This is an optimization exercise on Yosys and OpenROAD, whose aim is small area, a short achievable clock period and few clock cycles per item, not a production implementation.
Only simulation tests tie the RTL to the original design; equivalence was not proved.

==> flow/design.v (excerpt) <==
module dxt_codec (
    input  wire         clk,
    input  wire         rst,
    input  wire         in_valid,
    output wire         in_ready,
    input  wire [2:0]   in_op,
    input  wire [511:0] in_data,
    output wire         out_valid,
    input  wire         out_ready,
    output wire [511:0] out_data
);
Settings: LEC_CHECK=0, CAP_MARGIN=20, CORE_MARGIN=2, CORE_UTILIZATION=30, PLACE_DENSITY=0.45, SLEW_MARGIN=20; clock period 20.0 ns.
standard.sh (not shown) runs the stock make flow with config.mk's settings and CLKGATE_MAP_FILE= SYNTH_SCRIPT=/design/flow/synth_recipe.tcl, a recipe that flattens the netlist after the stock synthesis.
==> flow/flow/run.sh <==
#!/bin/bash
# Own layout flow: the standard ORFS flow with two changes. Synthesis maps
# the logic with the ABC script in flow/abc.script, and the layout's timing repair aims for the setup
# slack margin in flow/margin.txt (the clock and constraints are unchanged). The registers must come out exactly as in the standard
# synthesis (same names and cell types); run.sh checks this and falls back to
# the standard netlist if they do not.
set -uo pipefail
D=$(pwd)
P=${FLOW_PLATFORM:-sky130hd}
MK=(make -C "$FLOW_HOME" DESIGN_CONFIG="$D/config.mk" CLKGATE_MAP_FILE=)

# 1. the standard synthesis, for reference
"${MK[@]}" WORK_HOME="$D/orfs_std" SYNTH_SCRIPT="$D/synth_recipe.tcl" synth > "$D/synth_standard.log" 2>&1 \
  || { echo "standard synthesis failed"; exit 1; }
STD="$D/orfs_std/results/$P/dxt_codec/base/1_2_yosys.v"

# 2. this flow's synthesis, in the layout's work folder
export OWN_ABC_SCRIPT="$D/flow/abc.script"
"${MK[@]}" WORK_HOME="$D/orfs" SYNTH_SCRIPT="$D/flow/own_synth.tcl" synth > "$D/synth_own.log" 2>&1 \
  || { echo "own synthesis failed"; exit 1; }
OWN="$D/orfs/results/$P/dxt_codec/base/1_2_yosys.v"

regs() { python3 "$D/flow/regs.py" "$1"; }
if ! cmp -s <(regs "$STD") <(regs "$OWN"); then
  echo "register sets differ; using the standard netlist"
  diff <(regs "$STD") <(regs "$OWN") | head -20
  cp "$STD" "$OWN"
  touch "$OWN"
fi

# 4. the rest of the standard flow on that netlist, as standard.sh runs it
#    but with the repair margin
M=$(cat "$D/flow/margin.txt")
"${MK[@]}" WORK_HOME="$D/orfs" SYNTH_SCRIPT="$D/synth_recipe.tcl" SETUP_SLACK_MARGIN="$M" finish > "$D/layout.log" 2>&1 \
  || { echo "layout failed"; tail -20 "$D/layout.log"; exit 1; }
F="$D/orfs/results/$P/dxt_codec/base/6_final.odb"
: # left out here: write the final layout as DEF
==> flow/flow/abc.script <==
strash
&get -n
&st
&syn2
&if -g -K 6
&synch2
&nf
&put
strash
dch
map -D 1000 -a
topo
upsize -c
dnsize -c
==> flow/flow/own_synth.tcl <==
# The standard synthesis (synth_recipe.tcl) with one change: the final ABC
# mapping uses the script named by OWN_ABC_SCRIPT.
proc synth {args} { yosys synth -nofsm -noshare {*}$args }
proc abc {args} {
  set i [lsearch -exact $args -script]
  if {$i >= 0} { lset args [expr {$i + 1}] $::env(OWN_ABC_SCRIPT) }
  yosys abc {*}$args
}
source $::env(SCRIPTS_DIR)/synth.tcl
# left out here: clear keep_hierarchy, flatten, clean up, hide names made inside functions, write 1_2_yosys.v
==> flow/flow/regs.py <==
# Lists a netlist's flip-flops and latches as "instance cell-type" (drive
# strength dropped).
import re, sys
txt = open(sys.argv[1]).read()
out = []
for cell, inst in re.findall(r"\b(sky130_fd_sc_hd__(?:e?s?df\w*?|dl[xr]\w*?|dlclk\w*?))_\d+\s+(\\?\S+)\s*\(", txt):
    out.append(f"{inst} {cell}")
print("\n".join(sorted(out)))
Other scripts of this flow, unchanged in this note and not shown: flow/flow/margin.txt
The baseline completed and failed the layout checks on antenna violations.
Testbench counts at the start, summed over its fixed seeds: cycles 4,024, items 4,000.
Change:
--- a/flow/flow/run.sh
+++ b/flow/flow/run.sh
@@ -32,5 +32,5 @@
 #    but with the repair margin
 M=$(cat "$D/flow/margin.txt")
-"${MK[@]}" WORK_HOME="$D/orfs" SYNTH_SCRIPT="$D/synth_recipe.tcl" SETUP_SLACK_MARGIN="$M" finish > "$D/layout.log" 2>&1 \
+"${MK[@]}" WORK_HOME="$D/orfs" SYNTH_SCRIPT="$D/synth_recipe.tcl" SETUP_SLACK_MARGIN="$M" MAX_REPAIR_ANTENNAS_ITER_DRT=12 finish > "$D/layout.log" 2>&1 \
   || { echo "layout failed"; tail -20 "$D/layout.log"; exit 1; }
 F="$D/orfs/results/$P/dxt_codec/base/6_final.odb"
- CORE_UTILIZATION: 30 -> 25
- PLACE_DENSITY: 0.45 -> 0.35
After rerunning:
- The changed run finished clean
- wire length came out higher by a little under a tenth
- hold slack gains 33 ps
- critical path depth grows by 2
- synthesized area does not change
- via count falls slightly
- design area grows slightly
- count of clock-buffer cells in the layout climbs by 25
- setup slack got worse by 48 ps
Change:
--- a/flow/flow/run.sh
+++ b/flow/flow/run.sh
@@ -1,5 +1,6 @@
 #!/bin/bash
 # Own layout flow: the standard ORFS flow with two changes. Synthesis maps
-# the logic with the ABC script in flow/abc.script, and the layout's timing repair aims for the setup
+# the logic with ABC alone (no full/half-adder cell extraction) using the
+# script in flow/abc.script, and the layout's timing repair aims for the setup
 # slack margin in flow/margin.txt (the clock and constraints are unchanged). The registers must come out exactly as in the standard
 # synthesis (same names and cell types); run.sh checks this and falls back to
@@ -8,5 +9,5 @@
 D=$(pwd)
 P=${FLOW_PLATFORM:-sky130hd}
-MK=(make -C "$FLOW_HOME" DESIGN_CONFIG="$D/config.mk" CLKGATE_MAP_FILE=)
+MK=(make -C "$FLOW_HOME" DESIGN_CONFIG="$D/config.mk" CLKGATE_MAP_FILE= CAP_MARGIN=20 CORE_MARGIN=2 CORE_UTILIZATION=40 SLEW_MARGIN=20)
 
 # 1. the standard synthesis, for reference
@@ -32,5 +33,5 @@
 #    but with the repair margin
 M=$(cat "$D/flow/margin.txt")
-"${MK[@]}" WORK_HOME="$D/orfs" SYNTH_SCRIPT="$D/synth_recipe.tcl" SETUP_SLACK_MARGIN="$M" MAX_REPAIR_ANTENNAS_ITER_DRT=12 finish > "$D/layout.log" 2>&1 \
+"${MK[@]}" WORK_HOME="$D/orfs" SYNTH_SCRIPT="$D/synth_recipe.tcl" SETUP_SLACK_MARGIN="$M" finish > "$D/layout.log" 2>&1 \
   || { echo "layout failed"; tail -20 "$D/layout.log"; exit 1; }
 F="$D/orfs/results/$P/dxt_codec/base/6_final.odb"
==> flow/flow/abc.script (replaced) <==
strash
dch
map -B 0.9
topo
stime -c
buffer -c
upsize -c
dnsize -c
==> flow/flow/own_synth.tcl (replaced) <==
# The standard synthesis (synth_recipe.tcl) with two changes: no full/half
# adder extraction (ADDER_MAP_FILE cleared), and the final ABC mapping uses
# the script named by OWN_ABC_SCRIPT.
proc synth {args} { yosys synth -nofsm -noshare {*}$args }
proc abc {args} {
  set i [lsearch -exact $args -script]
  if {$i >= 0} { lset args [expr {$i + 1}] $::env(OWN_ABC_SCRIPT) }
  yosys abc {*}$args
}
set ::env(ADDER_MAP_FILE) ""
source $::env(SCRIPTS_DIR)/synth.tcl
# left out here: clear keep_hierarchy, flatten, clean up, hide names made inside functions, write 1_2_yosys.v
==> flow/flow/regs.py (replaced) <==
# Lists a netlist's flip-flops as "instance cell-type" (drive strength dropped).
import re, sys
txt = open(sys.argv[1]).read()
out = []
for cell, inst in re.findall(r"\b(sky130_fd_sc_hd__\w*(?:df|dl)\w*?)_\d+\s+(\\?\S+)\s*\(", txt):
    out.append(f"{inst} {cell}")
print("\n".join(sorted(out)))
- CORE_UTILIZATION: 25 -> 40
- PLACE_DENSITY: 0.35 -> unset
=>
- Now the flow finished but failed the layout checks on antenna violations
- wire length shrinks by about a fifth
- critical path depth came out lower by 9
- via count is lower by a few percent
- register-to-register slack is worse by 700 ps
- final cell count came out lower by about a fifth
- sequential cell count is unchanged
- core utilization increases by 16 points
- area after synthesis grows by a little under a tenth
- synthesized cell count drops by a few percent

separate check: timing with driven ports:
Ports are ideal in the flow. The routed layouts listed here were re-timed in OpenROAD.
Step 1, drivers: a clkbuf_16 drives clk and a buf_2 each remaining input, both assumed.
Step 2 adds t to the input delays and takes it off the output delays; t is the mean of the earliest and latest rising clock arrival at the registers after step 1. Input paths then give back, and output paths get back, about the clock's delay inside the block.
Three values: ideal ports, drivers, drivers and shift; two values: the first two.
run	t (ns)	slack for setup (ns)	worst slew at a driven data input, ns
the first run	1.204	8.749 / 8.749 / 8.749	0.46
the second run	1.157	8.701 / 8.701 / 8.701	0.29
the third run	1.144	8.006 / 8.006 / 8.006	0.49
